From an optimization exercise on the open Yosys and OpenROAD flow, aimed at small area, a short achievable clock period and few clock cycles; shortcuts taken in it are not production practice.
Only simulation tests tie the RTL to the original design; equivalence was not proved.
Power figures rest on the tool's default switching activity, not on a simulated workload.

[run.sh]
#!/bin/bash
# synth_recipe.tcl (not shown) runs the flow's synth.tcl, then flattens the netlist and writes it again
# the make line also repeats each setting of config.mk as NAME=value (left out here)
make -C /OpenROAD-flow-scripts/flow DESIGN_CONFIG=/design/flow/config.mk WORK_HOME=/design/flow/orfs CLKGATE_MAP_FILE= SYNTH_SCRIPT=/design/flow/synth_recipe.tcl finish
[config.mk]
export PLATFORM = sky130hd
export DESIGN_NAME = px4io_engine
export DESIGN_NICKNAME = px4io_engine
export VERILOG_FILES = /design/flow/design.v
export SDC_FILE = /design/flow/constraint.sdc
export NUM_CORES = 8
export LEC_CHECK = 0
export CAP_MARGIN = 40
export CORE_MARGIN = 2
export CORE_UTILIZATION = 30
export CTS_CLUSTER_DIAMETER = 80
export CTS_CLUSTER_SIZE = 16
export SETUP_SLACK_MARGIN = 4.3
export SLEW_MARGIN = 40
export SYNTH_HIERARCHICAL = 1
[constraint.sdc]
create_clock -name core_clock -period 10.0 [get_ports {clk}]
set_input_delay 2.0000 -clock core_clock [delete_from_list [all_inputs] [get_ports {clk}]]
set_output_delay 2.0000 -clock core_clock [all_outputs]
set_load 0.01 [all_outputs]
[design.v]
module px4io_crc8_tab (
    input  wire [7:0] idx,
    output wire [7:0] val
);
    assign val[0] = idx[0] ^ idx[6] ^ idx[7];
    assign val[1] = idx[0] ^ idx[1] ^ idx[6];
    assign val[2] = idx[0] ^ idx[1] ^ idx[2] ^ idx[6];
    assign val[3] = idx[1] ^ idx[2] ^ idx[3] ^ idx[7];
    assign val[4] = idx[2] ^ idx[3] ^ idx[4];
    assign val[5] = idx[3] ^ idx[4] ^ idx[5];
    assign val[6] = idx[4] ^ idx[5] ^ idx[6];
    assign val[7] = idx[5] ^ idx[6] ^ idx[7];
endmodule
module px4io_engine (
    input  wire        clk,
    input  wire        rst,
    input  wire        cmd_valid,
    input  wire [7:0]  cmd,
    input  wire [7:0]  arg_mode,
    input  wire [7:0]  arg_page,
    input  wire [7:0]  arg_offset,
    input  wire [7:0]  arg_n,
    input  wire [7:0]  arg_retries,
    input  wire [15:0] arg_clear,
    input  wire [15:0] arg_set,
    input  wire        val_we,
    input  wire [4:0]  val_addr,
    input  wire [15:0] val_wdata,
    input  wire [4:0]  out_addr,
    output wire [15:0] out_rdata,
    output wire        link_req,
    output reg  [1:0]  link_op,
    output wire [7:0]  link_wdata,
    input  wire        link_ack,
    input  wire [1:0]  link_resp,
    input  wire [7:0]  link_rdata,
    output wire        busy,
    output reg         ready,
    output wire [7:0]  status,
    output reg  [7:0]  errinfo,
    output reg  [7:0]  result,
    output reg         flag,
    output reg  [2:0]  fault,
    output reg  [31:0] stall_cnt,
    output reg  [31:0] retry_cnt,
    output reg  [31:0] crcfail_cnt
);
    localparam [6:0] C_DEFAULT = 7'h01, C_CLEAR = 7'h02, C_BUILD = 7'h03,
                     C_CRC8    = 7'h04, C_CHECK = 7'h05, C_COUNT = 7'h06,
                     C_CODE    = 7'h07,
                     C_SETUP   = 7'h10, C_DISCARD = 7'h11, C_EXCHANGE = 7'h12,
                     C_NEW     = 7'h20, C_GET   = 7'h21, C_GET1  = 7'h22,
                     C_SET     = 7'h23, C_SET1  = 7'h24, C_MODIFY = 7'h25;
    localparam [1:0] OP_SETUP = 2'd0, OP_POLL = 2'd1, OP_WRITE = 2'd2, OP_FLUSH = 2'd3;
    localparam [1:0] R_OK = 2'd0, R_NODATA = 2'd1, R_ERR = 2'd2;   
    localparam [2:0] S_OK = 3'd0, S_COMM = 3'd1, S_ERROR_RESPONSE = 3'd2,
                     S_UNRESPONSIVE = 3'd4;
    localparam [2:0] F_NONE = 3'd0, F_BUSY_OVERLAP = 3'd1, F_ILLEGAL_CMD = 3'd2,
                     F_NOT_READY = 3'd3, F_BAD_COUNT = 3'd4, F_BAD_MODE = 3'd5;
    localparam [3:0] DRIVER_RETRIES = 4'd10;
    localparam [15:0] SENTINEL = 16'h55AA;
    localparam integer ST_IDLE  = 0,
                     ST_PKT   = 1,    
                     ST_SETUP = 2,    
                     ST_DISC  = 3,    
                     ST_DRAIN = 4,    
                     ST_WRITE = 5,    
                     ST_FLUSH = 6,    
                     ST_HDR   = 7,    
                     ST_BODY  = 8,    
                     ST_UNR   = 9,    
                     ST_BLDRX = 10;   
    function [7:0] crc_t1;
    input [7:0] x;
    begin
        crc_t1[0] = x[0] ^ x[6] ^ x[7];
        crc_t1[1] = x[0] ^ x[1] ^ x[6];
        crc_t1[2] = x[0] ^ x[1] ^ x[2] ^ x[6];
        crc_t1[3] = x[1] ^ x[2] ^ x[3] ^ x[7];
        crc_t1[4] = x[2] ^ x[3] ^ x[4];
        crc_t1[5] = x[3] ^ x[4] ^ x[5];
        crc_t1[6] = x[4] ^ x[5] ^ x[6];
        crc_t1[7] = x[5] ^ x[6] ^ x[7];
    end
endfunction
    function [7:0] crc_t2;
    input [7:0] x;
    begin
        crc_t2[0] = x[0] ^ x[4] ^ x[6];
        crc_t2[1] = x[1] ^ x[4] ^ x[5] ^ x[6] ^ x[7];
        crc_t2[2] = x[0] ^ x[2] ^ x[4] ^ x[5] ^ x[7];
        crc_t2[3] = x[1] ^ x[3] ^ x[5] ^ x[6];
        crc_t2[4] = x[0] ^ x[2] ^ x[4] ^ x[6] ^ x[7];
        crc_t2[5] = x[1] ^ x[3] ^ x[5] ^ x[7];
        crc_t2[6] = x[2] ^ x[4] ^ x[6];
        crc_t2[7] = x[3] ^ x[5] ^ x[7];
    end
endfunction
    function [7:0] crc_t3;
    input [7:0] x;
    begin
        crc_t3[0] = x[0] ^ x[2] ^ x[3] ^ x[5] ^ x[7];
        crc_t3[1] = x[0] ^ x[1] ^ x[2] ^ x[4] ^ x[5] ^ x[6] ^ x[7];
        crc_t3[2] = x[1] ^ x[6];
        crc_t3[3] = x[0] ^ x[2] ^ x[7];
        crc_t3[4] = x[1] ^ x[3];
        crc_t3[5] = x[0] ^ x[2] ^ x[4];
        crc_t3[6] = x[0] ^ x[1] ^ x[3] ^ x[5];
        crc_t3[7] = x[1] ^ x[2] ^ x[4] ^ x[6];
    end
endfunction
    function [7:0] crc_t4;
    input [7:0] x;
    begin
        crc_t4[0] = x[4] ^ x[6] ^ x[7];
        crc_t4[1] = x[0] ^ x[4] ^ x[5] ^ x[6];
        crc_t4[2] = x[0] ^ x[1] ^ x[4] ^ x[5];
        crc_t4[3] = x[1] ^ x[2] ^ x[5] ^ x[6];
        crc_t4[4] = x[0] ^ x[2] ^ x[3] ^ x[6] ^ x[7];
        crc_t4[5] = x[1] ^ x[3] ^ x[4] ^ x[7];
        crc_t4[6] = x[2] ^ x[4] ^ x[5];
        crc_t4[7] = x[3] ^ x[5] ^ x[6];
    end
endfunction
    function [7:0] crc_t8;
    input [7:0] x;
    begin
        crc_t8[0] = x[0] ^ x[4] ^ x[7];
        crc_t8[1] = x[0] ^ x[1] ^ x[4] ^ x[5] ^ x[7];
        crc_t8[2] = x[1] ^ x[2] ^ x[4] ^ x[5] ^ x[6] ^ x[7];
        crc_t8[3] = x[2] ^ x[3] ^ x[5] ^ x[6] ^ x[7];
        crc_t8[4] = x[0] ^ x[3] ^ x[4] ^ x[6] ^ x[7];
        crc_t8[5] = x[1] ^ x[4] ^ x[5] ^ x[7];
        crc_t8[6] = x[2] ^ x[5] ^ x[6];
        crc_t8[7] = x[3] ^ x[6] ^ x[7];
    end
endfunction
    function [7:0] crc_t16;
    input [7:0] x;
    begin
        crc_t16[0] = x[7];
        crc_t16[1] = x[0] ^ x[7];
        crc_t16[2] = x[1] ^ x[7];
        crc_t16[3] = x[2];
        crc_t16[4] = x[3];
        crc_t16[5] = x[4];
        crc_t16[6] = x[5];
        crc_t16[7] = x[6];
    end
endfunction
    function [7:0] crc_t32;
    input [7:0] x;
    begin
        crc_t32[0] = x[6];
        crc_t32[1] = x[6] ^ x[7];
        crc_t32[2] = x[0] ^ x[6] ^ x[7];
        crc_t32[3] = x[1] ^ x[7];
        crc_t32[4] = x[2];
        crc_t32[5] = x[3];
        crc_t32[6] = x[4];
        crc_t32[7] = x[5];
    end
endfunction
    function [7:0] crc_t64;
    input [7:0] x;
    begin
        crc_t64[0] = x[4];
        crc_t64[1] = x[4] ^ x[5];
        crc_t64[2] = x[4] ^ x[5] ^ x[6];
        crc_t64[3] = x[5] ^ x[6] ^ x[7];
        crc_t64[4] = x[0] ^ x[6] ^ x[7];
        crc_t64[5] = x[1] ^ x[7];
        crc_t64[6] = x[2];
        crc_t64[7] = x[3];
    end
endfunction
    function [7:0] crc_tinv;
    input [7:0] x;
    begin
        crc_tinv[0] = x[0] ^ x[1] ^ x[2] ^ x[4] ^ x[5] ^ x[7];
        crc_tinv[1] = x[3] ^ x[4] ^ x[6] ^ x[7];
        crc_tinv[2] = x[1] ^ x[2];
        crc_tinv[3] = x[0] ^ x[2] ^ x[3];
        crc_tinv[4] = x[0] ^ x[1] ^ x[3] ^ x[4];
        crc_tinv[5] = x[1] ^ x[2] ^ x[4] ^ x[5];
        crc_tinv[6] = x[0] ^ x[2] ^ x[3] ^ x[5] ^ x[6];
        crc_tinv[7] = x[0] ^ x[1] ^ x[3] ^ x[4] ^ x[6] ^ x[7];
    end
endfunction
    function [7:0] crc16s;
        input [7:0]  c;
        input [15:0] s;
        crc16s = crc_t2(c ^ s[7:0]) ^ crc_t1(s[15:8]);
    endfunction
    function [7:0] crc32s;
        input [7:0]  c;
        input [31:0] w;
        crc32s = crc_t4(c ^ w[7:0]) ^ crc_t3(w[15:8]) ^ crc_t2(w[23:16]) ^ crc_t1(w[31:24]);
    endfunction
    reg [543:0] tx;           
    reg [543:0] rx;           
    reg [31:0]  hdr;          
    reg [511:0] val;          
    reg [511:0] outr;         
    reg [10:0] st;
    reg        c_buf;         
    reg        c_build, c_crc8, c_check;
    reg        c_new;
    reg        c_xchg;        
    reg        c_get;         
    reg        c_mod;         
    reg        mod2;          
    reg        clr_pend;      
    reg [5:0]  c_n;           
    reg [15:0] c_clear;
    reg [15:0] c_set;
    reg [7:0]  att;           
    reg [7:0]  rlim;          
    reg [3:0]  catt;          
    reg [2:0]  status_r;      
    reg [5:0]  idx;           
    reg [6:0]  rp;            
    reg [7:0]  wcur;          
    reg        wb;            
    reg [7:0]  rcrc;          
    reg        cp_go;         
    reg        cp1;           
    reg [7:0]  pa;            
    reg        crc_done;      
    reg [7:0]  wk_c;          
    reg [4:0]  wk_w;          
    reg [5:0]  wk_rem;        
    reg        wk_on;         
    reg        wk_defer;      
    reg [2:0]  bk;            
    reg [7:0]  vcrc;          
    reg [5:0]  vlen;
    integer k;
    wire [6:0] d_code = cmd[6:0];
    wire       d_buf  = cmd[7];
    wire       d_pkt  = (d_code >= C_DEFAULT) && (d_code <= C_CODE);
    wire       d_reg  = (d_code >= C_GET) && (d_code <= C_MODIFY);
    wire       d_known = d_pkt ||
                         (d_code == C_SETUP) || (d_code == C_DISCARD) ||
                         (d_code == C_EXCHANGE) || (d_code == C_NEW) || d_reg;
    wire       d_illegal = !d_known || (d_buf && !d_pkt);
    wire       d_need_ready = (d_code == C_DISCARD) || (d_code == C_EXCHANGE) || d_reg;
    wire       d_has_n = (d_code == C_BUILD) || (d_code == C_CRC8) ||
                         (d_code == C_GET) || (d_code == C_SET);
    wire       d_bad_count = d_has_n && (arg_n > 8'd32);
    wire       d_bad_mode  = (d_code == C_BUILD) && (arg_mode[5:0] != 6'd0);
    wire       d_fault = d_illegal || (d_need_ready && !ready) || d_bad_count || d_bad_mode;
    wire       busy_r = !st[ST_IDLE];
    wire       active = !rst && (fault == F_NONE) && !(cmd_valid && busy_r);
    wire       iss    = active && !busy_r && cmd_valid && !d_fault;
    wire       i_default = iss && (d_code == C_DEFAULT);
    wire       i_clear   = iss && (d_code == C_CLEAR);
    wire       i_build   = iss && (d_code == C_BUILD);
    wire       i_crc8    = iss && (d_code == C_CRC8);
    wire       i_check   = iss && (d_code == C_CHECK);
    wire       i_new     = iss && (d_code == C_NEW);
    wire       i_get     = iss && (d_code == C_GET);
    wire       i_get1    = iss && ((d_code == C_GET1) || (d_code == C_MODIFY));
    wire       i_set     = iss && (d_code == C_SET);
    wire       i_set1    = iss && (d_code == C_SET1);
    wire       i_reg     = iss && d_reg;
    wire [7:0] d_b0 = d_buf ? rx[7:0] : tx[7:0];
    wire       i_check_run = i_check && (d_b0[5:0] <= 6'd32);
    wire [5:0] n_iss = (i_get1 || i_set1) ? 6'd1 :
                       i_check ? d_b0[5:0] : arg_n[5:0];
    wire       s_zero = i_get || i_get1;
    wire       s_vcrc = (i_build || i_set || i_set1) && (vlen == n_iss);
    wire        wk_active = wk_on;
    wire [4:0]  taddr   = wk_w | rp[6:2];
    reg [31:0] tx_word, rx_word;
    always @(*) begin
        tx_word = 32'd0;
        rx_word = 32'd0;
        for (k = 0; k < 17; k = k + 1) begin
            tx_word = tx_word | ({32{taddr == k}} & tx[32*k +: 32]);
            rx_word = rx_word | ({32{wk_w == k}} & rx[32*k +: 32]);
        end
    end
    wire        wr_ok   = !wk_active && (crc_done || cp1);
    assign busy      = busy_r;
    assign status    = {5'd0, status_r};
    wire [31:0] osel;
    wire [15:0] og0, og1, og2, og3, on01, on23;
    px4io_dec5     u_odec (.a(out_addr), .y(osel));
    px4io_ao8x16   u_og0 (.s(osel[7:0]),   .d(outr[127:0]),   .q(og0));
    px4io_ao8x16   u_og1 (.s(osel[15:8]),  .d(outr[255:128]), .q(og1));
    px4io_ao8x16   u_og2 (.s(osel[23:16]), .d(outr[383:256]), .q(og2));
    px4io_ao8x16   u_og3 (.s(osel[31:24]), .d(outr[511:384]), .q(og3));
    px4io_nor2x16  u_on0 (.a(og0), .b(og1), .y(on01));
    px4io_nor2x16  u_on1 (.a(og2), .b(og3), .y(on23));
    px4io_nand2x16 u_ond (.a(on01), .b(on23), .y(out_rdata));
    assign link_wdata = wcur;
    wire [7:0]  tx_rbyte = tx_word[8*rp[1:0] +: 8];
    assign link_req  = st[ST_SETUP] || st[ST_DISC] || st[ST_DRAIN] ||
                       st[ST_FLUSH] || st[ST_HDR] || st[ST_BODY] ||
                       (st[ST_WRITE] && wr_ok);
    always @(*) begin
        case (1'b1)
            st[ST_SETUP]: link_op = OP_SETUP;
            st[ST_WRITE]: link_op = OP_WRITE;
            st[ST_FLUSH]: link_op = OP_FLUSH;
            default:  link_op = OP_POLL;
        endcase
    end
    wire call    = !rst && !cmd_valid && link_req && link_ack;
    wire r_data  = (link_resp == R_OK);
    wire r_nod   = (link_resp == R_NODATA);
    wire r_err   = (link_resp == R_ERR);
    wire [6:0] txlen = (tx[7:6] == 2'b01) ? ({tx[5:0], 1'b0} + 7'd4) : 7'd4;
    wire [5:0] h_cnt   = hdr[5:0];
    wire       rd_poll = call && (st[ST_HDR] || st[ST_BODY]);
    wire       rd_data = rd_poll && r_data;
    wire       h_last  = st[ST_HDR] && (idx[1:0] == 2'd3);
    wire       h_bad   = (hdr[7:6] != 2'b00) || (h_cnt > 6'd32);
    wire       b_last  = st[ST_BODY] && (({1'b0, idx} + 7'd1) == {h_cnt, 1'b0});
    wire       x_comp  = rd_data && ((h_last && !h_bad && (h_cnt == 6'd0)) || b_last);
    wire       x_rej   = rd_data && h_last && h_bad;
    wire       x_stall = rd_poll && r_nod && wb;
    wire       x_comm  = call && ((st[ST_WRITE] || st[ST_FLUSH]) ? r_err :
                                  (st[ST_HDR] || st[ST_BODY]) && !r_data && !r_nod);
    wire       x_abandon = x_rej || x_stall;
    wire       x_retry = x_abandon && (att != rlim);
    wire       x_unresp = x_abandon && (att == rlim);
    wire       accept  = (link_rdata == (rcrc ^ crc_tinv(hdr[15:8])));
    wire       p_acc   = x_comp && !c_xchg && accept;
    wire       p_fail  = x_comp && !c_xchg && !accept;
    wire       p_again = p_fail && (catt != DRIVER_RETRIES);
    wire       acc_get = p_acc && c_get;
    wire       acc_mod1 = p_acc && c_mod && !mod2;
    wire [7:0] b_0 = c_buf ? rx[7:0]   : tx[7:0];
    wire [7:0] b_2 = c_buf ? rx[23:16] : tx[23:16];
    wire [7:0] b_3 = c_buf ? rx[31:24] : tx[31:24];
    wire [7:0] ch0 = crc_t4(b_0) ^ crc_t2(b_2) ^ crc_t1(b_3);
    wire [7:0] ch1 = c_n[0] ? crc_t2(ch0) : ch0;
    wire [7:0] ch2 = c_n[1] ? crc_t4(ch1) : ch1;
    wire [7:0] ch3 = c_n[2] ? crc_t8(ch2) : ch2;
    wire [7:0] cf1 = c_n[3] ? crc_t16(pa) : pa;
    wire [7:0] cf2 = c_n[4] ? crc_t32(cf1) : cf1;
    wire [7:0] cf3 = c_n[5] ? crc_t64(cf2) : cf2;
    wire [7:0] crc_v = cf3 ^ wk_c;
    wire       fin   = active && cp1 && !wk_active && !st[ST_BLDRX] && !wk_defer;
    wire [31:0] wk_word = c_buf ? rx_word : tx_word;
    wire [7:0] h3_now = st[ST_HDR] ? link_rdata : hdr[31:24];
    wire [5:0] b_n = arg_n[5:0];
    reg  [31:0] lt_n;            
    always @(*) begin
        for (k = 0; k < 32; k = k + 1)
            lt_n[k] = arg_n[5] || (arg_n[4:0] > k);
    end
    wire        cpy_now = active && st[ST_BLDRX];
    reg  [63:0] vgrp;
    reg  [31:0] lt_cn;           
    always @(*) begin
        vgrp = 64'd0;
        for (k = 0; k < 8; k = k + 1)
            vgrp = vgrp | ({64{bk == k}} & val[64*k +: 64]);
        for (k = 0; k < 32; k = k + 1)
            lt_cn[k] = (c_n > k);
    end
    wire rx_zero = rst || (i_default && d_buf) || i_new;
    wire rx_clr  = (i_clear && d_buf) || i_reg || p_again || (active && clr_pend);
    wire rx_bld  = i_build && d_buf;
    wire rx_hwr  = x_comp && !p_again;
    wire rx_crc  = fin && c_build && c_buf;
    wire rx_bw   = rd_data && st[ST_BODY];
    wire tx_zero = rst || (i_default && !d_buf) || i_new;
    wire tx_clr  = i_clear && !d_buf;
    wire tx_hdr  = (i_build && !d_buf) || i_reg;
    wire tx_crc  = fin && !(c_build && c_buf) && !c_crc8 && !c_check;
    wire tx_ldv  = (i_build && !d_buf) || i_set;
    wire [7:0] tx_b0 = i_build ? (arg_n | arg_mode) :
                       i_get ? {2'b00, arg_n[5:0]} :
                       i_get1 ? 8'h01 :
                       i_set ? {2'b01, arg_n[5:0]} : 8'h41;
    reg  [63:0]  bw_at;
    always @(*) begin
        for (k = 0; k < 64; k = k + 1)
            bw_at[k] = rx_bw && (idx == k);
    end
    wire [15:0] mod_w  = (rx_nxt[47:32] & ~c_clear) | c_set;
    reg [543:0] rx_nxt;
    reg [543:0] tx_nxt;
    reg         s_v, s_r, s_h, s_z, s_w;
    always @(*) begin
        rx_nxt[31:0] = rx[31:0];
        if (rx_zero || rx_clr)
            rx_nxt[31:0] = 32'd0;
        else if (rx_bld) begin
            rx_nxt[7:0]   = arg_n | arg_mode;
            rx_nxt[23:16] = arg_page;
            rx_nxt[31:24] = arg_offset;
        end else if (rx_hwr)
            rx_nxt[31:0] = {h3_now, hdr[23:0]};
        else if (rx_crc)
            rx_nxt[15:8] = crc_v;
        for (k = 0; k < 64; k = k + 1) begin
            s_r = (bw_at[k] && !rx_clr) || (cpy_now && ((k / 8) == bk) && lt_cn[k / 2]);
            s_h = !(rx_zero || rx_clr || s_r);
            rx_nxt[32 + 8*k +: 8] = ({8{s_r}} & (cpy_now ? vgrp[8*(k % 8) +: 8] : link_rdata)) |
                                    ({8{rx_clr}} & ((k % 2) ? SENTINEL[15:8] : SENTINEL[7:0])) |
                                    ({8{s_h}} & rx[32 + 8*k +: 8]);
        end
        tx_nxt[31:0] = tx[31:0];
        if (tx_zero || tx_clr)
            tx_nxt[31:0] = 32'd0;
        else if (tx_hdr) begin
            tx_nxt[7:0]   = tx_b0;
            tx_nxt[23:16] = arg_page;
            tx_nxt[31:24] = arg_offset;
        end else if (acc_mod1)
            tx_nxt[7:0] = 8'h41;
        else if (tx_crc)
            tx_nxt[15:8] = crc_v;
        for (k = 0; k < 32; k = k + 1) begin
            s_v = (tx_ldv && lt_n[k]) || (i_set1 && (k == 0));
            s_z = tx_zero || (i_get && lt_n[k]) || (i_get1 && (k == 0));
            s_w = acc_mod1 && (k == 0);
            s_h = !(s_v || s_z || s_w || tx_clr);
            tx_nxt[32 + 16*k +: 16] = ({16{s_v}} & val[16*k +: 16]) |
                                      ({16{tx_clr}} & SENTINEL) |
                                      ({16{s_w}} & mod_w) |
                                      ({16{s_h}} & tx[32 + 16*k +: 16]);
        end
    end
    always @(posedge clk) begin
        rx <= rx_nxt;
        tx <= tx_nxt;
    end
    wire [15:0] val_d = rst ? 16'd0 : val_wdata;
    always @(posedge clk) begin
        for (k = 0; k < 32; k = k + 1)
            if (rst || (val_we && (fault == F_NONE) && (val_addr == k)))
                val[16*k +: 16] <= val_d;
    end
    always @(posedge clk) begin
        for (k = 0; k < 32; k = k + 1)
            if (rst || (acc_get && (c_n > k)) || (acc_mod1 && (k == 0)))
                outr[16*k +: 16] <= rx_nxt[32 + 16*k +: 16];
    end
    always @(posedge clk) begin
        if (rst) begin
            hdr <= 32'd0;
            st <= 11'd1 << ST_IDLE;
            c_buf <= 1'b0;
            c_build <= 1'b0;
            c_crc8 <= 1'b0;
            c_check <= 1'b0;
            c_new <= 1'b0;
            c_xchg <= 1'b0;
            c_get <= 1'b0;
            c_mod <= 1'b0;
            mod2 <= 1'b0;
            clr_pend <= 1'b0;
            c_n <= 6'd0;
            c_clear <= 16'd0;
            c_set <= 16'd0;
            att <= 8'd0;
            rlim <= 8'd0;
            catt <= 4'd0;
            idx <= 6'd0;
            rp <= 7'd0;
            wcur <= 8'd0;
            wb <= 1'b0;
            rcrc <= 8'd0;
            cp_go <= 1'b0;
            cp1 <= 1'b0;
            pa <= 8'd0;
            crc_done <= 1'b0;
            wk_c <= 8'd0;
            wk_w <= 5'd0;
            wk_rem <= 6'd0;
            wk_on <= 1'b0;
            wk_defer <= 1'b0;
            bk <= 3'd0;
            vcrc <= 8'd0;
            vlen <= 6'd0;
            ready <= 1'b0;
            status_r <= S_OK;
            errinfo <= 8'd0;
            result <= 8'd0;
            flag <= 1'b0;
            fault <= F_NONE;
            stall_cnt <= 32'd0;
            retry_cnt <= 32'd0;
            crcfail_cnt <= 32'd0;
        end else if (fault != F_NONE) begin
            st <= 11'd1 << ST_IDLE;
        end else if (cmd_valid && busy_r) begin
            fault <= F_BUSY_OVERLAP;
            st <= 11'd1 << ST_IDLE;
        end else begin
            if (val_we) begin
                if (val_addr == 5'd0) begin
                    vcrc <= crc16s(8'd0, val_wdata);
                    vlen <= 6'd1;
                end else if ({1'b0, val_addr} == vlen) begin
                    vcrc <= crc16s(vcrc, val_wdata);
                    vlen <= vlen + 6'd1;
                end else if ({1'b0, val_addr} < vlen) begin
                    vcrc <= 8'd0;
                    vlen <= 6'd0;
                end
            end
            clr_pend <= acc_mod1;
            if (cp_go) begin
                pa <= ch3;
                cp1 <= 1'b1;
                cp_go <= 1'b0;
            end
            if (wk_active) begin
                if (wk_rem == 6'd1) begin
                    wk_c <= crc16s(wk_c, wk_word[15:0]);
                    wk_rem <= 6'd0;
                end else begin
                    wk_c <= crc32s(wk_c, wk_word);
                    wk_rem <= wk_rem - 6'd2;
                end
                wk_on <= (wk_rem > 6'd2);
                wk_w <= (wk_rem > 6'd2) ? wk_w + 5'd1 : 5'd0;
            end
            if (fin) begin
                cp1 <= 1'b0;
                if (c_crc8)
                    result <= crc_v;
                if (c_check)
                    flag <= (crc_v == (c_buf ? rx[15:8] : tx[15:8]));
                if (!c_build && !c_crc8 && !c_check)
                    crc_done <= 1'b1;
                if (st[ST_PKT]) begin
                    st <= 11'd1 << ST_IDLE;
                end
            end
            if (rd_data)
                rcrc <= crc_t1(rcrc ^ ((st[ST_HDR] && (idx[1:0] == 2'd1)) ? 8'd0 : link_rdata));
            case (1'b1)
            st[ST_IDLE]: begin
                if (cmd_valid) begin
                    if (d_illegal)
                        fault <= F_ILLEGAL_CMD;
                    else if (d_need_ready && !ready)
                        fault <= F_NOT_READY;
                    else if (d_bad_count)
                        fault <= F_BAD_COUNT;
                    else if (d_bad_mode)
                        fault <= F_BAD_MODE;
                    else begin
                        c_buf   <= d_buf;
                        c_build <= (d_code == C_BUILD);
                        c_crc8  <= (d_code == C_CRC8);
                        c_check <= (d_code == C_CHECK);
                        c_new   <= (d_code == C_NEW);
                        c_xchg  <= (d_code == C_EXCHANGE);
                        c_get   <= (d_code == C_GET) || (d_code == C_GET1);
                        c_mod   <= (d_code == C_MODIFY);
                        mod2    <= 1'b0;
                        c_n     <= n_iss;
                        c_clear <= arg_clear;
                        c_set   <= arg_set;
                        rp      <= 7'd0;
                        case (d_code)
                        C_BUILD, C_CRC8: begin
                            st <= 11'd1 << ST_PKT;
                            bk <= 3'd0;
                            if (i_build && d_buf && (arg_n[5:0] != 6'd0))
                                st <= 11'd1 << ST_BLDRX;
                        end
                        C_CHECK: begin
                            if (!i_check_run)
                                flag <= 1'b0;
                            else begin
                                st <= 11'd1 << ST_PKT;
                            end
                        end
                        C_COUNT: result <= {2'b00, d_b0[5:0]};
                        C_CODE:  result <= {d_b0[7:6], 6'd0};
                        C_SETUP, C_NEW: begin
                            st <= 11'd1 << ST_SETUP;
                        end
                        C_DISCARD: begin
                            st <= 11'd1 << ST_DISC;
                        end
                        C_EXCHANGE: begin
                            if (arg_retries == 8'd0)
                                st <= 11'd1 << ST_UNR;
                            else begin
                                st <= 11'd1 << ST_DRAIN;
                                rlim <= arg_retries;
                                att <= 8'd1;
                                wb <= 1'b0;
                                crc_done <= 1'b1;
                            end
                        end
                        C_GET, C_GET1, C_SET, C_SET1, C_MODIFY: begin
                            st <= 11'd1 << ST_DRAIN;
                            rlim <= {4'd0, DRIVER_RETRIES};
                            att <= 8'd1;
                            catt <= 4'd1;
                            wb <= 1'b0;
                            crc_done <= 1'b0;
                        end
                        default: ;
                        endcase
                        if (i_build || i_crc8 || i_check_run || i_reg) begin
                            cp_go <= 1'b1;
                            cp1 <= 1'b0;
                            wk_w <= (!(s_zero || s_vcrc) && (n_iss != 6'd0)) ? 5'd1 : 5'd0;
                            wk_c <= s_vcrc ? vcrc : 8'd0;
                            wk_rem <= (s_zero || s_vcrc) ? 6'd0 : n_iss;
                            wk_on <= !(s_zero || s_vcrc) && (n_iss != 6'd0);
                            wk_defer <= 1'b0;
                            if (i_build && d_buf) begin
                                wk_on <= 1'b0;
                                wk_w <= 5'd0;
                                wk_defer <= !s_vcrc && (n_iss != 6'd0);
                            end
                        end
                    end
                end
            end
            st[ST_BLDRX]: begin
                bk <= bk + 3'd1;
                if (({1'b0, bk, 2'b00} + 6'd4) >= c_n) begin
                    st <= 11'd1 << ST_PKT;
                    if (wk_defer) begin
                        wk_defer <= 1'b0;
                        wk_on <= 1'b1;
                        wk_w <= 5'd1;
                    end
                end
            end
            st[ST_UNR]: begin
                status_r <= S_UNRESPONSIVE;
                st <= 11'd1 << ST_IDLE;
            end
            st[ST_SETUP]: begin
                if (call) begin
                    if (r_err) begin
                        if (c_new) ready <= 1'b0;
                        errinfo <= link_rdata;
                        status_r <= S_COMM;
                        st <= 11'd1 << ST_IDLE;
                    end else if (r_data) begin
                        ready <= 1'b1;
                        status_r <= S_OK;
                        st <= 11'd1 << ST_IDLE;
                    end
                end
            end
            st[ST_DISC]: begin
                if (call && !r_data) begin
                    status_r <= S_OK;
                    st <= 11'd1 << ST_IDLE;
                end
            end
            st[ST_DRAIN]: begin
                if (call && !r_data) begin
                    wcur <= tx[7:0];
                    rp <= 7'd1;
                    st <= 11'd1 << ST_WRITE;
                end
            end
            st[ST_WRITE]: begin
                if (call && r_data) begin
                    if (rp == txlen)
                        st <= 11'd1 << ST_FLUSH;
                    else begin
                        wcur <= (rp == 7'd1) ? (crc_done ? tx[15:8] : crc_v) : tx_rbyte;
                        rp <= rp + 7'd1;
                    end
                end
            end
            st[ST_FLUSH]: begin
                if (call && r_data) begin
                    idx <= 6'd0;
                    rcrc <= 8'd0;
                    st <= 11'd1 << ST_HDR;
                end
            end
            st[ST_HDR], st[ST_BODY]: begin
                if (rd_data) begin
                    wb <= 1'b0;
                    if (st[ST_HDR]) begin
                        case (idx[1:0])
                            2'd0: hdr[7:0]   <= link_rdata;
                            2'd1: hdr[15:8]  <= link_rdata;
                            2'd2: hdr[23:16] <= link_rdata;
                            default: hdr[31:24] <= link_rdata;
                        endcase
                    end
                    if (h_last) begin
                        idx <= 6'd0;
                        if (!h_bad && (h_cnt != 6'd0))
                            st <= 11'd1 << ST_BODY;
                    end else
                        idx <= idx + 6'd1;
                end else if (rd_poll && r_nod)
                    wb <= 1'b1;
            end
            default: ;
            endcase
            if (x_comm) begin
                errinfo <= link_rdata;
                status_r <= S_COMM;
                st <= 11'd1 << ST_IDLE;
            end
            if (x_abandon && x_stall)
                stall_cnt <= stall_cnt + 32'd1;
            if (x_retry) begin
                att <= att + 8'd1;
                retry_cnt <= retry_cnt + 32'd1;
                wb <= 1'b0;
                st <= 11'd1 << ST_DRAIN;
            end
            if (x_unresp) begin
                status_r <= S_UNRESPONSIVE;
                st <= 11'd1 << ST_IDLE;
            end
            if (x_comp) begin
                result <= {1'b0, h_cnt, 1'b0} + 8'd4;
                if (c_xchg) begin
                    status_r <= S_OK;
                    st <= 11'd1 << ST_IDLE;
                end else if (p_fail) begin
                    crcfail_cnt <= crcfail_cnt + 32'd1;
                    if (p_again) begin
                        catt <= catt + 4'd1;
                        att <= 8'd1;
                        wb <= 1'b0;
                        st <= 11'd1 << ST_DRAIN;
                    end else begin
                        status_r <= S_ERROR_RESPONSE;
                        st <= 11'd1 << ST_IDLE;
                    end
                end else if (acc_mod1) begin
                    mod2 <= 1'b1;
                    catt <= 4'd1;
                    att <= 8'd1;
                    wb <= 1'b0;
                    st <= 11'd1 << ST_DRAIN;
                    crc_done <= 1'b0;
                    cp_go <= 1'b1;
                    cp1 <= 1'b0;
                    wk_w <= 5'd1;
                    rp <= 7'd0;
                    wk_c <= 8'd0;
                    wk_rem <= 6'd1;
                    wk_on <= 1'b1;
                end else begin
                    status_r <= S_OK;
                    st <= 11'd1 << ST_IDLE;
                end
            end
        end
    end
endmodule
module px4io_dec5 (
    input  wire [4:0]  a,
    output reg  [31:0] y
);
    integer k;
    always @(*) begin
        for (k = 0; k < 32; k = k + 1)
            y[k] = (a == k);
    end
endmodule
module px4io_ao8x16 (
    input  wire [7:0]   s,
    input  wire [127:0] d,
    output reg  [15:0]  q
);
    integer k;
    always @(*) begin
        q = 16'd0;
        for (k = 0; k < 8; k = k + 1)
            q = q | ({16{s[k]}} & d[16*k +: 16]);
    end
endmodule
module px4io_nor2x16 (
    input  wire [15:0] a,
    input  wire [15:0] b,
    output wire [15:0] y
);
    assign y = ~(a | b);
endmodule
module px4io_nand2x16 (
    input  wire [15:0] a,
    input  wire [15:0] b,
    output wire [15:0] y
);
    assign y = ~(a & b);
endmodule
==> results of run 1 <==
-- per-module statistics from Yosys (local to each module, per instance) --
module          flops+latches  copies in the design  cells inside  area [um^2]
px4io_ao8x16                0                     4            96          779
px4io_nand2x16              0                     1            16         60.1
px4io_nor2x16               0                     2            16         60.1
px4io_dec5                  0                     1            47          221
px4io_engine             2422                     1          9097       101000
-- metal layers --
metal	vias to the layer above	part of all wire [%]	track usage (%)
met5	-	0.13	0.663
met4	60	8.4	19.8
met3	1984	17	15.2
met2	8890	39	40.4
met1	46300	36	37.2
li1	37300	-	-
-- worst max-delay path, delay by kind of cell --
kind	cells	cell delay (ns)
buf+inv	4	0.51
simple gates	5	1.40
compound gates	1	0.19
-- cell usage in the layout, fill, tap and decap left out, drive strengths merged, types with 301 or more instances in the layout --
cell    instances
nor2          557
a22oi         454
nand3         590
dfxtp        1398
o21ai         505
buf           554
edfxtp       1024
a21oi         395
a22o          301
nand2         705
-- sequential cells by signal, summed over array words and instances (netlist names), 11 cells and up --
name and flops:
c_clear 16, c_set 16, crcfail_cnt 32, hdr 32
outr 512, retry_cnt 32, rx 544, st 11
stall_cnt 32, tx 544, val 512
-- power groups by stage --
stage | Sequential (W) | Clock, W | Combinational (W)
after floorplan | 0.0108 | 0 | 0.000803
after global placement | 0.0109 | 0 | 0.00157
after detailed placement | 0.0109 | 0 | 0.00161
after CTS | 0.0107 | 0.00730 | 0.00168
after global routing | 0.0107 | 0.00766 | 0.00179
final | 0.0107 | 0.00738 | 0.00180
-- cell type report --
type	count	area (um^2)
antenna	43	108
sequential	2422	58800
clock buffer	284	4890
multi-input combinational	6281	44800
clock inverter	34	567
timing repair buffer	807	8090
tap	4599	5750
inverter	65	256
fill	34600	225000
-- cell families (layout without fill, tap and decap cells) --
kind of cell    after synthesis  after routing  synth area share, %
simple gates               2484           2490                 11.3
other cells                   1             48              0.00358
compound gates             3005           3005                 21.1
buf+inv                     883           1190                 3.83
flops                      2422           2422                 56.0
fa+ha+maj                    37             37                0.442
xor+xnor                    479            479                 4.54
mux                         265            265                 2.81
-- final timing paths --
| kind | startpoint | endpoint | slack [ns] |
|---|---|---|---|
| setup / recovery | out_addr[1] | out_rdata[10] | 3.89 |
| hold / removal | c_mod | c_mod | 0.45 |
| setup reg to reg | wk_w[3] | wk_c[5] | 4.03 |
| hold reg to reg | c_mod | c_mod | 0.45 |
-- repair_timing --
action | 4_1_cts | 5_1_grt
cloned | 10 | 3
pin swaps | 123 | 41
gates resized for setup | 393 | 89
buffers inserted | 99 | 13
setup endpoints to repair | 1504 | 935
-- stage by stage --
step                instances  area, um^2  utilization (%)  power, W  hold slack [ns]
detailed placement      14000      115000             32.9    0.0125            0.442
finish                  14500      123000             35.3    0.0199            0.452
global placement        14000      113000             32.5    0.0125            0.438
CTS                     14500      122000             35.1    0.0197            0.453
global route            14500      123000             35.3    0.0202            0.483
floorplan                9580      105000                -    0.0116            0.428
==> key figures, run 1 <==
Detailed routing
  – Post-route ant nets: 0
  – First-pass DRT Iterations: 9
  – Via-to-Cell Ratio: 6.50
  – DRC errors left: 0
  – Per-cell routed wire length: 38.5 um
  – Total wire length: 560000 um
  – DR vias: 94.5k
  – DRT iter0 DRCs: 20.3k

Power
  – Pwr/cell area: 161 nW/um^2
  – NetSw: 0.00534 W
  – Sequential group share of total power: 53.8%
  – Sw Share: 26.9%
  – Worst IR Drop VDD: 0.164 mV
  – Clock share of power: 37.1%
  – Lkg Pwr: 42.2 nW
  – P_int: 0.0145 W
  – Combinational power share: 9.0%

Worst hold path
  – WHS Path Cells: 2
  – Hold crit path type: reg -> reg

Placement
  – Final Wtd Congestion: 1.07
  – Dpl ws: 2.26 ns
  – Hpwl dp: 392000 um
  – Port Buf Inserts: 268

Clocking
  – Root Buffer: clkbuf_16
  – CTS tree: done
  – Clock transition at the registers of the reported paths: 0.08 ns
  – CTS Buffer Depth: 3
  – H-tree depth: 4
  – Post-CTS Hold Buffers: 0
  – Clock latency at the later pin of the worst-skew pair: 0.94 ns
  – Clk sinks: 2422
  – Num CTS Buffers: 177

STA
  – Slew HR: 20.9%
  – Final setup violation count: 0
  – Final worst setup slack: 3.89 ns
  – Setup TNS Final: 0 ns
  – Clock skew: 0.0701 ns
  – Setup repair after global routing missed its margin: true
  – Max Clk Rate: 164 MHz
  – Tcrit/Tclk final: 61.1%
  – Hold Fails Final Rpt: 0
  – Slew @ Worst Pin: 1.18 ns
  – Max Slew Vio Count: 0
  – Tmin final: 6.11 ns

Floorplan
  – FP Rows: 217
  – Die area: 354000 um^2
  – Die Ht: 595 um
  – I/O Pins: 274
  – Core area: 349000 um^2
  – Initial Util: 30.1%
  – Die span in x: 595 um

Synthesis
  – Seq/Total Area, Yosys: 56.0%
  – Syn_area_per_cell: 10.9 um^2
  – Post-synth ARST share: 0%
  – Main synth FF type: dfxtp_1
  – Post-synth top cells: 1398 x dfxtp_1, 1024 x edfxtp_1, 704 x nand2_1
  – Ys Warns: 9
  – Top-count cell post-synth: dfxtp_1
  – Mapped Cells: 9576
  – Post-synth EDFFs: 1024
  – Yosys top cell by area: edfxtp_1
  – Area of the mapped netlist: 105000 um^2
  – Number of distinct library cells after synthesis: 112
  – FF+latch count, synth: 2422
  – Synth area leaders: edfxtp_1 29%, dfxtp_1 27%, a22oi_1 3.2%
  – Yosys top cell area share: 29.3%

Global route
  – First-pass GRT wire length: 739000 um
  – Number of global-route vias before repair: 83.8k
  – Tot GR Track Use: 30.0%
  – Initial antenna violation count: 68
  – Largest net degree at the start of global routing: 162
  – Total gr overflow: 0

Setup path
  – CP startpoint kind: input port
  – Slowest stage delay, CP: 0.57 ns
  – Crit path cell chain: buf_12 -> or3b_4 -> nor2_4 -> buf_12 -> buf_6 -> a22oi_2 -> nand4_1 -> nor2_4 -> nand2_4 -> buf_6
  – Worst EP required: 8.00 ns
  – Critical path peak fanout: 8
  – Crit-path slowest cell: nand4_1
  – Endpoint class of the critical path: primary output
  – Worst R2R Path Depth: 15
  – CP arrival: 4.11 ns
  – Worst Setup Path Type: in -> out

Outcome
  – Status: complete, no violations

Job
  – Number of max-cap violations: 0

Cells and area
  – Layout cell share with drive strength beyond 1: 13.9%
  – Area grow syn2layout: 17.5%
  – Final nets: 9912
Testbench counts, summed over its fixed seeds: cycles 46,988.
==> inputs of run 2 (changes only) <==
==> flow/run.sh (new file) <==
#!/bin/bash
set -euo pipefail
export BUFFER_PORTS_ARGS="-buffer_cell sky130_fd_sc_hd__buf_2"
sed 's/"\${@:-finish}"/ABC_LOAD_IN_FF=35 "${@:-finish}"/' standard.sh > standard_abc.sh
grep -q 'ABC_LOAD_IN_FF=35 ' standard_abc.sh
bash standard_abc.sh > flow_make.log 2>&1
==> standard.sh (new file) <==
#!/bin/bash
# synth_recipe.tcl (not shown) runs the flow's synth.tcl, then flattens the netlist and writes it again
# the make line also repeats each setting of config.mk as NAME=value (left out here)
make -C /OpenROAD-flow-scripts/flow DESIGN_CONFIG=/design/flow/config.mk WORK_HOME=/design/flow/orfs CLKGATE_MAP_FILE= SYNTH_SCRIPT=/design/flow/synth_recipe.tcl "${@:-finish}"
removed: run.sh
==> key figures, run 2 <==
Synthesis
  – Post-synth ARST share: 0% (unchanged)
  – FF+latch count, synth: 2422 (unchanged)
  – Post-synth EDFFs: 1024 (unchanged)
  – Top-count cell post-synth: dfxtp_1
  – Ys Warns: 9 (unchanged)
  – Yosys top cell by area: edfxtp_1
  – Post-synth top cells: 1398 x dfxtp_1, 1024 x edfxtp_1, 1023 x clkbuf_1
  – Number of distinct library cells after synthesis: 120 (+7.1%)
  – Yosys top cell area share: 28.2% (-1.1 points)
  – Synth area leaders: edfxtp_1 28%, dfxtp_1 26%, clkbuf_1 3.5%
  – Syn_area_per_cell: 10.7 um^2 (-2.2%)
  – Seq/Total Area, Yosys: 53.9% (-2.1 points)
  – Area of the mapped netlist: 109000 um^2 (+3.9%)
  – Mapped Cells: 10.2k (+6.2%)
  – Main synth FF type: dfxtp_1

Power
  – Worst IR Drop VDD: 0.140 mV (-15%)
  – Lkg Pwr: 42.8 nW (+1.4%)
  – Combinational power share: 9.0% (about the same)
  – P_int: 0.0146 W (+0.21%)
  – Total power: 0.0199 W (about the same)
  – Sw Share: 26.6% (-0.22 points)
  – Pwr/cell area: 161 nW/um^2 (-0.17%)
  – Clock share of power: 37.1% (about the same)
  – Sequential group share of total power: 53.9% (about the same)
  – NetSw: 0.00529 W (-0.88%)

Floorplan
  – Die area: 368000 um^2 (+3.8%)
  – I/O Pins: 274 (unchanged)
  – FP Rows: 221 (+1.8%)
  – Die Ht: 606 um (+1.9%)
  – Die span in x: 606 um (+1.9%)
  – Core area: 362000 um^2 (+3.7%)
  – Initial Util: 30.1% (+0.031 points)

STA
  – Hold Fails Final Rpt: 0 (unchanged)
  – Setup TNS Final: 0 ns (unchanged)
  – Slew @ Worst Pin: 1.03 ns (-0.154 ns)
  – Max Slew Vio Count: 0 (unchanged)
  – Tcrit/Tclk final: 58.5% (-2.6 points)
  – Setup repair after global routing missed its margin: true
  – Tmin final: 5.85 ns (-0.265 ns)
  – Slew HR: 31.3% (+10 points)
  – Final setup violation count: 0 (unchanged)
  – Clock skew: 0.0633 ns (-0.00686 ns)
  – Max Clk Rate: 171 MHz (+4.5%)

Clocking
  – H-tree depth: 4 (unchanged)
  – Post-CTS Hold Buffers: 0 (unchanged)
  – Clk sinks: 2422 (unchanged)
  – Clock latency at the later pin of the worst-skew pair: 0.92 ns (-0.02 ns)
  – CTS Buffer Depth: 4 (+1)
  – Clock transition at the registers of the reported paths: 0.07 ns (about the same)
  – Root Buffer: clkbuf_16
  – CTS tree: done
  – Num CTS Buffers: 185 (+4.5%)

Cells and area
  – Leading cell type in the layout, fill and taps excluded: dfxtp_1
  – Area of the multi-input gates: 46200 um^2 (+3.1%)
  – Layout fillers: 36.2k (+4.5%)
  – Final nets: 9894 (-0.18%)
  – FF/Latch Area: 58800 um^2 (about the same)
  – Final Instance Area: 123000 um^2 (about the same)
  – Layout cell share with drive strength beyond 1: 18.4% (+4.5 points)
  – Core Util, Final: 34.1% (-1.2 points)
  – Final non-filler cell total: 14.7k (+1.1%)
  – Most frequent cells in the layout: 1386 x dfxtp_1, 1024 x edfxtp_1, 677 x nand2_1, 588 x nand3_1, 452 x nor2_1
  – Area grow syn2layout: 13.3%
  – Largest regs: rx: 544 flops, tx: 544 flops

Placement
  – DP Area: 115000 um^2 (+0.37%)
  – Hpwl dp: 393000 um (+0.38%)
  – Port Buf Inserts: 268 (unchanged)
  – Placed insts: 14.2k (+1.2%)
  – Final Wtd Congestion: 1.06 (-1.4%)

Detailed routing
  – DRC errors left: 0 (unchanged)
  – DR vias: 93.8k (-0.67%)
  – DRT iter0 DRCs: 19.1k (-5.8%)
  – Post-route ant nets: 0 (unchanged)
  – Total wire length: 557000 um (-0.40%)
  – Per-cell routed wire length: 37.9 um (-1.5%)
  – First-pass DRT Iterations: 10 (+1)
  – Via-to-Cell Ratio: 6.38 (-1.8%)

Setup path
  – Worst R2R Path Depth: 14 (-1)
  – Worst EP required: 8.00 ns (about the same)
  – Endpoint class of the critical path: primary output
  – Critical path peak fanout: 8 (unchanged)
  – Flop2flop setup slack: 4.16 ns (+0.13 ns)
  – Worst r2r src: rp[3]
  – CP arrival: 3.85 ns (-0.26 ns)
  – Reg2Reg Capture Point: wk_c[7]
  – Worst Setup Path Type: in -> out
  – CP startpoint kind: input port

Global route
  – Initial antenna violation count: 59 (-13%)
  – Number of global-route vias before repair: 83.5k (-0.37%)
  – First-pass GRT wire length: 737000 um (-0.23%)
  – Total gr overflow: 0 (unchanged)
  – Largest net degree at the start of global routing: 143 (-12%)
  – Tot GR Track Use: 28.9% (-1.1 points)

Worst hold path
  – Hold crit path type: reg -> reg
  – WHS Path Cells: 2 (unchanged)
  – Hold path startpoint: mod2
  – Hold path endpoint: mod2

Job
  – Number of max-cap violations: 0 (unchanged)

Outcome
  – Status: complete, no violations
run 2: layout make-up:
| class | count | area share [%] |
|---|---|---|
| Tap cell | 4794 | 4.86 |
| Inverter | 65 | 0.210 |
| Antenna cell | 35 | 0.0710 |
| Timing Repair Buffer | 785 | 5.42 |
| Clock inverter | 25 | 0.217 |
| Clock buffer | 294 | 4.13 |
| Multi-Input combinational cell | 6277 | 37.4 |
| Sequential cell | 2422 | 47.6 |
run 2: Yosys stat by module (local to each module, per instance):
module | times used | cell area [um^2] | cells
px4io_engine | 1 | 104000 | 9682
px4io_ao8x16 | 4 | 953 | 96
px4io_dec5 | 1 | 621 | 54
px4io_nand2x16 | 1 | 180 | 16
px4io_nor2x16 | 2 | 180 | 16
run 2: worst max-delay path by stage:
stage,start,endpoint,slack (ns),depth (start not counted)
floorplan,cmd_valid,outr[451],4.38,16
global placement,rst,tx[42],2.25,15
detailed placement,rst,tx[40],1.90,15
CTS,out_addr[3],out_rdata[14],4.20,10
global route,out_addr[3],out_rdata[14],4.20,10
finish,out_addr[3],out_rdata[14],4.15,10
run 2: cell families (layout without fill, tap and decap cells):
| kind of cell | count (synthesis) | in the layout | share of synthesized area (%) |
|---|---|---|---|
| adders and majority gates | 37 | 37 | 0.425 |
| and+or+nand+nor | 2484 | 2486 | 12.1 |
| DFF | 2422 | 2422 | 53.9 |
| other | 1 | 40 | 0.00344 |
| xor gates and xnor gates | 479 | 479 | 4.39 |
| AOI/OAI and AO/OA | 3005 | 3005 | 20.6 |
| buffers and inverters | 1475 | 1169 | 5.80 |
| muxes | 265 | 265 | 2.69 |
run 2: timing repair:
item                                    4_1_cts  5_1_grt
endpoints found under the setup margin     1385      771
gates cloned                                  1        4
hold endpoints to repair                      0        0
pin swaps                                    61       45
resized for setup                           153      102
buffers inserted                             92       25
run 2: worst max-delay path, cell delays in order:
cell and delay (ns):
buf_12 0.11, or3b_4 0.25, buf_12 0.15, nor2_8 0.07, buf_12 0.15, a22oi_2 0.47, nand4_2 0.20, nor2_4 0.14
nand2_4 0.13, buf_6 0.15
run 2: power by group through the flow:
stage / Clock (W) / Sequential [W] / Combinational, W
after global routing: 0.00767 / 0.0107 / 0.00180
after CTS: 0.00730 / 0.0107 / 0.00168
final: 0.00737 / 0.0107 / 0.00179
after detailed placement: 0 / 0.0109 / 0.00163
after global placement: 0 / 0.0109 / 0.00160
after floorplan: 0 / 0.0108 / 0.000879
run 2: per-stage QoR:
| stage | hold WS [ns] | worst slack [ns] |
|---|---|---|
| 2_1_floorplan | 0.428 | 4.38 |
| 3_3_place_gp | 0.445 | 2.25 |
| 3_5_place_dp | 0.445 | 1.90 |
| 4_1_cts | 0.451 | 4.20 |
| 5_1_grt | 0.469 | 4.20 |
| 6_report | 0.454 | 4.15 |
run 2: metal layers:
layer  track usage [%]  share of wire [%]
met5            0.0131              0.057
met4              18.5                8.0
met3              12.2                 16
met2              41.0                 41
met1              35.8                 36
==> inputs of run 3 (changes only) <==
--- a/design.v
+++ b/design.v
@@ -222,6 +222,7 @@
     reg [6:0]  rp;            
     reg [7:0]  wcur;          
     reg        wb;            
+    reg        b_lst;         
     reg [7:0]  rcrc;          
     reg        cp_go;         
     reg        cp1;           
@@ -231,6 +232,9 @@
     reg [4:0]  wk_w;          
     reg [5:0]  wk_rem;        
     reg        wk_on;         
+    reg [4:0]  wk_rd;         
+    reg [31:0] wk_wd;         
+    reg        wk_v;          
     reg        wk_defer;      
     reg [2:0]  bk;            
     reg [7:0]  vcrc;          
@@ -270,7 +274,7 @@
                        i_check ? d_b0[5:0] : arg_n[5:0];
     wire       s_zero = i_get || i_get1;
     wire       s_vcrc = (i_build || i_set || i_set1) && (vlen == n_iss);
-    wire        wk_active = wk_on;
+    wire        wk_active = wk_on || wk_v;
     wire [4:0]  taddr   = wk_w | rp[6:2];
     reg [31:0] tx_word, rx_word;
     always @(*) begin
@@ -317,7 +321,7 @@
     wire       rd_data = rd_poll && r_data;
     wire       h_last  = st[ST_HDR] && (idx[1:0] == 2'd3);
     wire       h_bad   = (hdr[7:6] != 2'b00) || (h_cnt > 6'd32);
-    wire       b_last  = st[ST_BODY] && (({1'b0, idx} + 7'd1) == {h_cnt, 1'b0});
+    wire       b_last  = st[ST_BODY] && b_lst;
     wire       x_comp  = rd_data && ((h_last && !h_bad && (h_cnt == 6'd0)) || b_last);
     wire       x_rej   = rd_data && h_last && h_bad;
     wire       x_stall = rd_poll && r_nod && wb;
@@ -382,7 +386,8 @@
         for (k = 0; k < 64; k = k + 1)
             bw_at[k] = rx_bw && (idx == k);
     end
-    wire [15:0] mod_w  = (rx_nxt[47:32] & ~c_clear) | c_set;
+    wire [15:0] mod_s0 = {(bw_at[1] ? link_rdata : rx[47:40]), (bw_at[0] ? link_rdata : rx[39:32])};
+    wire [15:0] mod_w  = (mod_s0 & ~c_clear) | c_set;
     reg [543:0] rx_nxt;
     reg [543:0] tx_nxt;
     reg         s_v, s_r, s_h, s_z, s_w;
@@ -463,6 +468,7 @@
             rlim <= 8'd0;
             catt <= 4'd0;
             idx <= 6'd0;
+            b_lst <= 1'b0;
             rp <= 7'd0;
             wcur <= 8'd0;
             wb <= 1'b0;
@@ -475,6 +481,9 @@
             wk_w <= 5'd0;
             wk_rem <= 6'd0;
             wk_on <= 1'b0;
+            wk_rd <= 5'd0;
+            wk_wd <= 32'd0;
+            wk_v <= 1'b0;
             wk_defer <= 1'b0;
             bk <= 3'd0;
             vcrc <= 8'd0;
@@ -512,16 +521,21 @@
                 cp1 <= 1'b1;
                 cp_go <= 1'b0;
             end
-            if (wk_active) begin
+            wk_v <= wk_on;
+            if (wk_on) begin
+                wk_wd <= wk_word;
+                wk_rd <= wk_rd - 5'd1;
+                wk_on <= (wk_rd > 5'd1);
+                wk_w <= (wk_rd > 5'd1) ? wk_w + 5'd1 : 5'd0;
+            end
+            if (wk_v) begin
                 if (wk_rem == 6'd1) begin
-                    wk_c <= crc16s(wk_c, wk_word[15:0]);
+                    wk_c <= crc16s(wk_c, wk_wd[15:0]);
                     wk_rem <= 6'd0;
                 end else begin
-                    wk_c <= crc32s(wk_c, wk_word);
+                    wk_c <= crc32s(wk_c, wk_wd);
                     wk_rem <= wk_rem - 6'd2;
                 end
-                wk_on <= (wk_rem > 6'd2);
-                wk_w <= (wk_rem > 6'd2) ? wk_w + 5'd1 : 5'd0;
             end
             if (fin) begin
                 cp1 <= 1'b0;
@@ -612,6 +626,8 @@
                             wk_c <= s_vcrc ? vcrc : 8'd0;
                             wk_rem <= (s_zero || s_vcrc) ? 6'd0 : n_iss;
                             wk_on <= !(s_zero || s_vcrc) && (n_iss != 6'd0);
+                            wk_rd <= n_iss[5:1] + {4'd0, n_iss[0]};
+                            wk_v <= 1'b0;
                             wk_defer <= 1'b0;
                             if (i_build && d_buf) begin
                                 wk_on <= 1'b0;
@@ -630,6 +646,7 @@
                         wk_defer <= 1'b0;
                         wk_on <= 1'b1;
                         wk_w <= 5'd1;
+                        wk_rd <= c_n[5:1] + {4'd0, c_n[0]};
                     end
                 end
             end
@@ -692,6 +709,7 @@
                             default: hdr[31:24] <= link_rdata;
                         endcase
                     end
+                    b_lst <= st[ST_BODY] && (({1'b0, idx} + 7'd2) == {h_cnt, 1'b0});
                     if (h_last) begin
                         idx <= 6'd0;
                         if (!h_bad && (h_cnt != 6'd0))
@@ -745,11 +763,12 @@
                     crc_done <= 1'b0;
                     cp_go <= 1'b1;
                     cp1 <= 1'b0;
-                    wk_w <= 5'd1;
+                    wk_w <= 5'd0;
                     rp <= 7'd0;
-                    wk_c <= 8'd0;
-                    wk_rem <= 6'd1;
-                    wk_on <= 1'b1;
+                    wk_c <= crc16s(8'd0, mod_w);
+                    wk_rem <= 6'd0;
+                    wk_on <= 1'b0;
+                    wk_v <= 1'b0;
                 end else begin
                     status_r <= S_OK;
                     st <= 11'd1 << ST_IDLE;
==> key figures, run 3 <==
Synthesis
  – Yosys top cell area share: 27.7% (-0.52 points)
  – Top-count cell post-synth: dfxtp_1
  – Seq/Total Area, Yosys: 53.7% (-0.28 points)
  – Post-synth ARST share: 0% (unchanged)
  – Post-synth top cells: 1437 x dfxtp_1, 1024 x edfxtp_1, 902 x clkbuf_1
  – FF+latch count, synth: 2461 (+1.6%)
  – Synth area leaders: edfxtp_1 28%, dfxtp_1 26%, a22oi_1 3.3%
  – Post-synth EDFFs: 1024 (unchanged)
  – Mapped Cells: 10.3k (+0.82%)
  – Main synth FF type: dfxtp_1
  – Syn_area_per_cell: 10.8 um^2 (+1.0%)
  – Number of distinct library cells after synthesis: 112 (-6.7%)
  – Ys Warns: 9 (unchanged)
  – Yosys top cell by area: edfxtp_1
  – Area of the mapped netlist: 111000 um^2 (+1.9%)

Placement
  – Hpwl dp: 376000 um (-4.4%)
  – Port Buf Inserts: 268 (unchanged)
  – Dpl ws: 2.37 ns (+0.467 ns)
  – Final Wtd Congestion: 1.04 (-2.0%)

STA
  – Final setup violation count: 0 (unchanged)
  – Tcrit/Tclk final: 59.0% (+0.52 points)
  – Tmin final: 5.90 ns (+0.0525 ns)
  – Final worst setup slack: 4.10 ns (-0.0525 ns)
  – Slew @ Worst Pin: 0.993 ns (-0.0376 ns)
  – Setup TNS Final: 0 ns (unchanged)
  – Clock skew: 0.0818 ns (+0.0186 ns)
  – Hold_ws: 0.450 ns (-0.00361 ns)
  – Max Slew Vio Count: 0 (unchanged)
  – Max Clk Rate: 169 MHz (-0.89%)
  – Hold Fails Final Rpt: 0 (unchanged)
  – Setup repair after global routing missed its margin: true
  – Slew HR: 33.8% (+2.5 points)

Global route
  – Largest net degree at the start of global routing: 148 (+3.5%)
  – Tot GR Track Use: 27.1% (-1.8 points)
  – Total gr overflow: 0 (unchanged)
  – First-pass GRT wire length: 712000 um (-3.5%)
  – Initial antenna violation count: 46 (-22%)
  – Number of global-route vias before repair: 84.1k (+0.72%)

Power
  – Worst IR Drop VDD: 0.144 mV (+2.6%)
  – Lkg Pwr: 44.3 nW (+3.3%)
  – Pwr/cell area: 156 nW/um^2 (-3.3%)

Detailed routing
  – WL met2: 214000 um (-5.4%)
  – DRT iter0 DRCs: 19.2k (+0.53%)
  – Via-to-Cell Ratio: 6.24 (-2.2%)
  – Per-cell routed wire length: 35.6 um (-6.2%)
  – DRC errors left: 0 (unchanged)
  – DR vias: 93.6k (-0.21%)
  – M1 wire length: 194000 um (-2.8%)
  – Post-route ant nets: 0 (unchanged)
  – DR top layer: met5
  – Total wire length: 534000 um (-4.3%)
  – First-pass DRT Iterations: 14 (+4)
  – Met3 routed WL: 82100 um (-5.6%)

Cells and area
  – Layout fillers: 36.7k (+1.4%)
  – Final nets: 10.1k (+1.7%)
  – Area grow syn2layout: 13.8%
  – Layout cell share with drive strength beyond 1: 21.3% (+2.9 points)
  – Largest regs: rx: 544 flops, tx: 544 flops
  – Most frequent cells in the layout: 1435 x dfxtp_1, 1024 x edfxtp_1, 730 x nand2_1, 621 x nand3_1, 536 x nor2_1
  – Leading cell type in the layout, fill and taps excluded: dfxtp_1

Setup path
  – Worst Setup Path Type: in -> out
  – CP arrival: 3.90 ns (+0.05 ns)
  – CP startpoint kind: input port
  – Worst R2R Path Depth: 13 (-1)
  – Endpoint class of the critical path: primary output
  – Worst EP required: 8.00 ns (about the same)
  – Critical path peak fanout: 8 (unchanged)

Clocking
  – CTS Buffer Depth: 4 (unchanged)
  – H-tree depth: 4 (unchanged)
  – Clock transition at the registers of the reported paths: 0.08 ns (about the same)
  – Num CTS Buffers: 184 (-0.54%)
  – Clk sinks: 2461 (+1.6%)
  – Root Buffer: clkbuf_16
  – CTS tree: done
  – Clock latency at the later pin of the worst-skew pair: 0.97 ns (+0.05 ns)

Floorplan
  – Initial Util: 30.1% (about the same)
  – Die Ht: 612 um (+0.92%)
  – FP Rows: 223 (+0.90%)
  – I/O Pins: 274 (unchanged)
  – Die area: 375000 um^2 (+1.9%)
  – Core area: 369000 um^2 (+1.9%)
  – Die span in x: 612 um (+0.92%)

Worst hold path
  – WHS Path Cells: 1 (-1)
  – Hold crit path type: reg -> reg

Outcome
  – Status: complete, no violations

Job
  – Number of max-cap violations: 0 (unchanged)
## run 3: path summary, 6_finish.rpt
path	from	end	slack [ns]
max	out_addr[0]	out_rdata[13]	4.10
min	val[383]	tx[415]	0.45
max reg2reg	rp[2]	wcur[3]	4.25
min reg2reg	val[383]	tx[415]	0.45
## run 3: repair_timing
item | CTS | global route
setup endpoints to repair | 1583 | 1064
hold buffers | 0 | 0
gates cloned | 4 | 4
pin swaps | 124 | 44
gates resized for setup | 173 | 34
setup buffers | 157 | 25
## run 3: layer usage
layer | track usage (%) | vias to the layer above
met4 | 18.0 | 36
met5 | 0 | -
met3 | 10.7 | 1829
met1 | 34.3 | 46200
li1 | - | 37500
met2 | 37.8 | 8103
## run 3: per-stage QoR
stage / total power (W) / cells / util [%] / area [um^2]
after floorplan: 0.0116 / 10300 / - / 111000
after global placement: 0.0122 / 14400 / 31.4 / 116000
after detailed placement: 0.0123 / 14500 / 31.7 / 117000
after CTS: 0.0195 / 14900 / 34.0 / 125000
after global routing: 0.0199 / 15000 / 34.2 / 126000
final: 0.0196 / 15000 / 34.2 / 126000
## run 3: worst max-delay path, stage by stage
cell,delay (ns)
buf_12,0.11
or3b_4,0.24
buf_12,0.17
nor2_8,0.06
buf_12,0.14
a22oi_1,0.46
nand4_4,0.24
nor2_4,0.19
nand2_4,0.10
buf_2,0.16
## run 3: Yosys stat by module, one instance, submodules excluded
module	flops+latches	cells	times used
px4io_ao8x16	0	96	4
px4io_dec5	0	54	1
px4io_engine	2461	9765	1
px4io_nand2x16	0	16	1
px4io_nor2x16	0	16	2
## run 3: kinds of logic (layout without fill, tap and decap cells)
logic type / Yosys count / after routing / share of synthesized area (%)
other cells: 1 / 31 / 0.00338
fa+ha+maj: 48 / 48 / 0.542
xor+xnor: 516 / 516 / 4.46
compound gates: 3023 / 3024 / 21.8
mux: 163 / 163 / 1.66
flops: 2461 / 2461 / 53.7
simple gates: 2604 / 2609 / 12.1
buf+inv: 1435 / 1200 / 5.82
## run 3: layout make-up
cell class | instances | area (um^2) | share of cell area (%)
Timing Repair Buffer | 816 | 7430 | 5.89
Clock inverter | 19 | 297 | 0.235
Tap cell | 4950 | 6190 | 4.91
Antenna cell | 26 | 65.1 | 0.0516
Clock buffer | 297 | 5090 | 4.03
Sequential cell | 2461 | 59500 | 47.2
Multi-Input combinational cell | 6365 | 47300 | 37.5
Inverter | 68 | 263 | 0.208
## run 3: power breakdown
group          internal, W  switching (W)  leakage [nW]  total [W]
Combinational     0.000355        0.00103          19.7    0.00138
Sequential          0.0107       0.000145          21.9     0.0108
Clock              0.00361        0.00381          2.58    0.00742
Testbench counts of run 3, summed over its fixed seeds: cycles 47,047.
==> inputs of run 4 (changes only) <==
--- a/config.mk
+++ b/config.mk
@@ -10,6 +10,6 @@
 export CORE_UTILIZATION = 30
 export CTS_CLUSTER_DIAMETER = 80
 export CTS_CLUSTER_SIZE = 16
-export SETUP_SLACK_MARGIN = 4.3
+export SETUP_SLACK_MARGIN = 4.6
 export SLEW_MARGIN = 40
 export SYNTH_HIERARCHICAL = 1
==> key figures, run 4 <==
STA
  – Tmin final: 5.81 ns (-0.0877 ns)
  – Final setup violation count: 0 (unchanged)
  – Max Clk Rate: 172 MHz (+1.5%)
  – Setup repair after global routing missed its margin: true
  – Clock skew: 0.0808 ns (-0.00108 ns)
  – Max Slew Vio Count: 0 (unchanged)

Cells and area
  – Final nets: 10.1k (+0.030%)
  – Leading cell type in the layout, fill and taps excluded: dfxtp_1
  – Layout fillers: 36.6k (-0.14%)

Setup path
  – Worst EP required: 8.00 ns (about the same)
  – Slowest stage delay, CP: 0.36 ns (-0.10 ns)
  – CP arrival: 3.81 ns (-0.09 ns)
  – Crit-path most repeated cell: buf_12
  – CP startpoint kind: input port
  – Worst Setup Path Type: in -> out
  – Critical path peak fanout: 8 (unchanged)
  – Worst R2R Path Depth: 11 (-2)
  – Crit path capture: out_rdata[12]

Synthesis
  – Number of distinct library cells after synthesis: 112 (unchanged)
  – Top-count cell post-synth: dfxtp_1
  – Mapped Cells: 10.3k (unchanged)
  – Main synth FF type: dfxtp_1
  – Seq/Total Area, Yosys: 53.7% (unchanged)
  – Area of the mapped netlist: 111000 um^2 (unchanged)
  – Yosys top cell area share: 27.7% (unchanged)
  – Ys Warns: 9 (unchanged)

Clocking
  – Clock latency at the later pin of the worst-skew pair: 0.94 ns (-0.03 ns)
  – Clock transition at the registers of the reported paths: 0.06 ns (-0.02 ns)
  – Num CTS Buffers: 184 (unchanged)
  – CTS Buffer Depth: 4 (unchanged)

Floorplan
  – Die Ht: 612 um (unchanged)
  – Die span in x: 612 um (unchanged)
  – Die area: 375000 um^2 (unchanged)
  – Initial Util: 30.1% (unchanged)

Placement
  – Port Buf Inserts: 268 (unchanged)

Detailed routing
  – DRC errors left: 0 (unchanged)
  – First-pass DRT Iterations: 12 (-2)
  – Via-to-Cell Ratio: 6.26 (+0.22%)
  – Total wire length: 542000 um (+1.6%)
  – Per-cell routed wire length: 36.1 um (+1.5%)
  – DRT iter0 DRCs: 18.1k (-5.9%)

Global route
  – First-pass GRT wire length: 721000 um (+1.4%)
  – Initial antenna violation count: 65 (+41%)
  – Met2 Usage GRT: 39.2% (+1.4 points)
  – Gr busiest metal: met2

Outcome
  – Status: complete, no violations

Power
  – Combinational power share: 7.2% (about the same)
  – P_int: 0.0146 W (-0.34%)

Job
  – Number of max-cap violations: 0 (unchanged)
## run 4: timing repair
action	CTS	global route
endpoints found under the setup margin	1586	1020
pin swaps	105	86
gates cloned	5	4
gates resized for setup	151	107
buffers inserted	86	82
## run 4: cell type report
type                       instances  area [um^2]  area share, %
multi-input combinational       6363        48000           37.7
clock inverter                    17          206          0.162
timing repair buffer             821         7820           6.15
antenna                           37         92.6         0.0728
sequential                      2461        59500           46.8
tap                             4950         6190           4.87
inverter                          68          263          0.207
clock buffer                     302         5120           4.03
## run 4: worst max-delay path, delay by kind of cell
| kind | cells | cell delay (ns) |
|---|---|---|
| buf+inv | 4 | 0.53 |
| compound gates | 1 | 0.26 |
| simple gates | 5 | 1.00 |
## run 4: through the flow
step,setup slack [ns],power [W],cells
after floorplan,4.47,0.0116,10300
after global placement,2.37,0.0123,14400
after detailed placement,2.29,0.0123,14500
after CTS,4.19,0.0195,14900
after global routing,4.23,0.0199,15000
final,4.19,0.0196,15000
## run 4: routing by layer
metal	vias to the layer above	part of all wire, %	wire [um]
li1	37500	-	-
met1	46600	36	197000
met2	7997	41	220000
met3	1853	15	81200
met4	46	8.0	43400
met5	-	0.079	426
## run 4: cells by family after synthesis
group	share of synthesized area, %
other cells	0.00338
buf+inv	5.82
xor+xnor	4.46
simple gates	12.1
flops	53.7
compound gates	21.8
mux	1.66
fa+ha+maj	0.542
## run 4: worst min path at each step
stage | start | to | slack (ns) | cells past startpoint
6_report | c_set[4] | c_set[4] | 0.45 | 2
5_1_grt | c_set[0] | c_set[0] | 0.47 | 2
4_1_cts | val[112] | tx[144] | 0.45 | 1
3_5_place_dp | c_set[0] | c_set[0] | 0.44 | 2
3_3_place_gp | c_set[11] | c_set[11] | 0.44 | 2
2_1_floorplan | tx[37] | tx[37] | 0.42 | 2
## run 4: power groups by stage
stage / Clock (W) / Combinational, W / Sequential (W)
after floorplan: 0 / 0.000628 / 0.0110
after global placement: 0 / 0.00121 / 0.0110
after detailed placement: 0 / 0.00127 / 0.0110
after CTS: 0.00731 / 0.00132 / 0.0108
after global routing: 0.00766 / 0.00141 / 0.0108
final: 0.00735 / 0.00140 / 0.0108
## run 4: per-module statistics from Yosys, one instance, submodules excluded
| module | times used | cells | area (um^2) | flip-flops and latches |
|---|---|---|---|---|
| px4io_engine | 1 | 9765 | 106000 | 2461 |
| px4io_ao8x16 | 4 | 96 | 953 | 0 |
| px4io_dec5 | 1 | 54 | 621 | 0 |
| px4io_nand2x16 | 1 | 16 | 180 | 0 |
| px4io_nor2x16 | 2 | 16 | 180 | 0 |

Setup slack of run 4, layout unchanged: 4.187 ns with ideal ports, 4.101 ns with driving cells assumed (clock clkbuf_16, inputs buf_2), 3.615 ns with port delays also shifted by the 1.018 ns mid clock arrival.
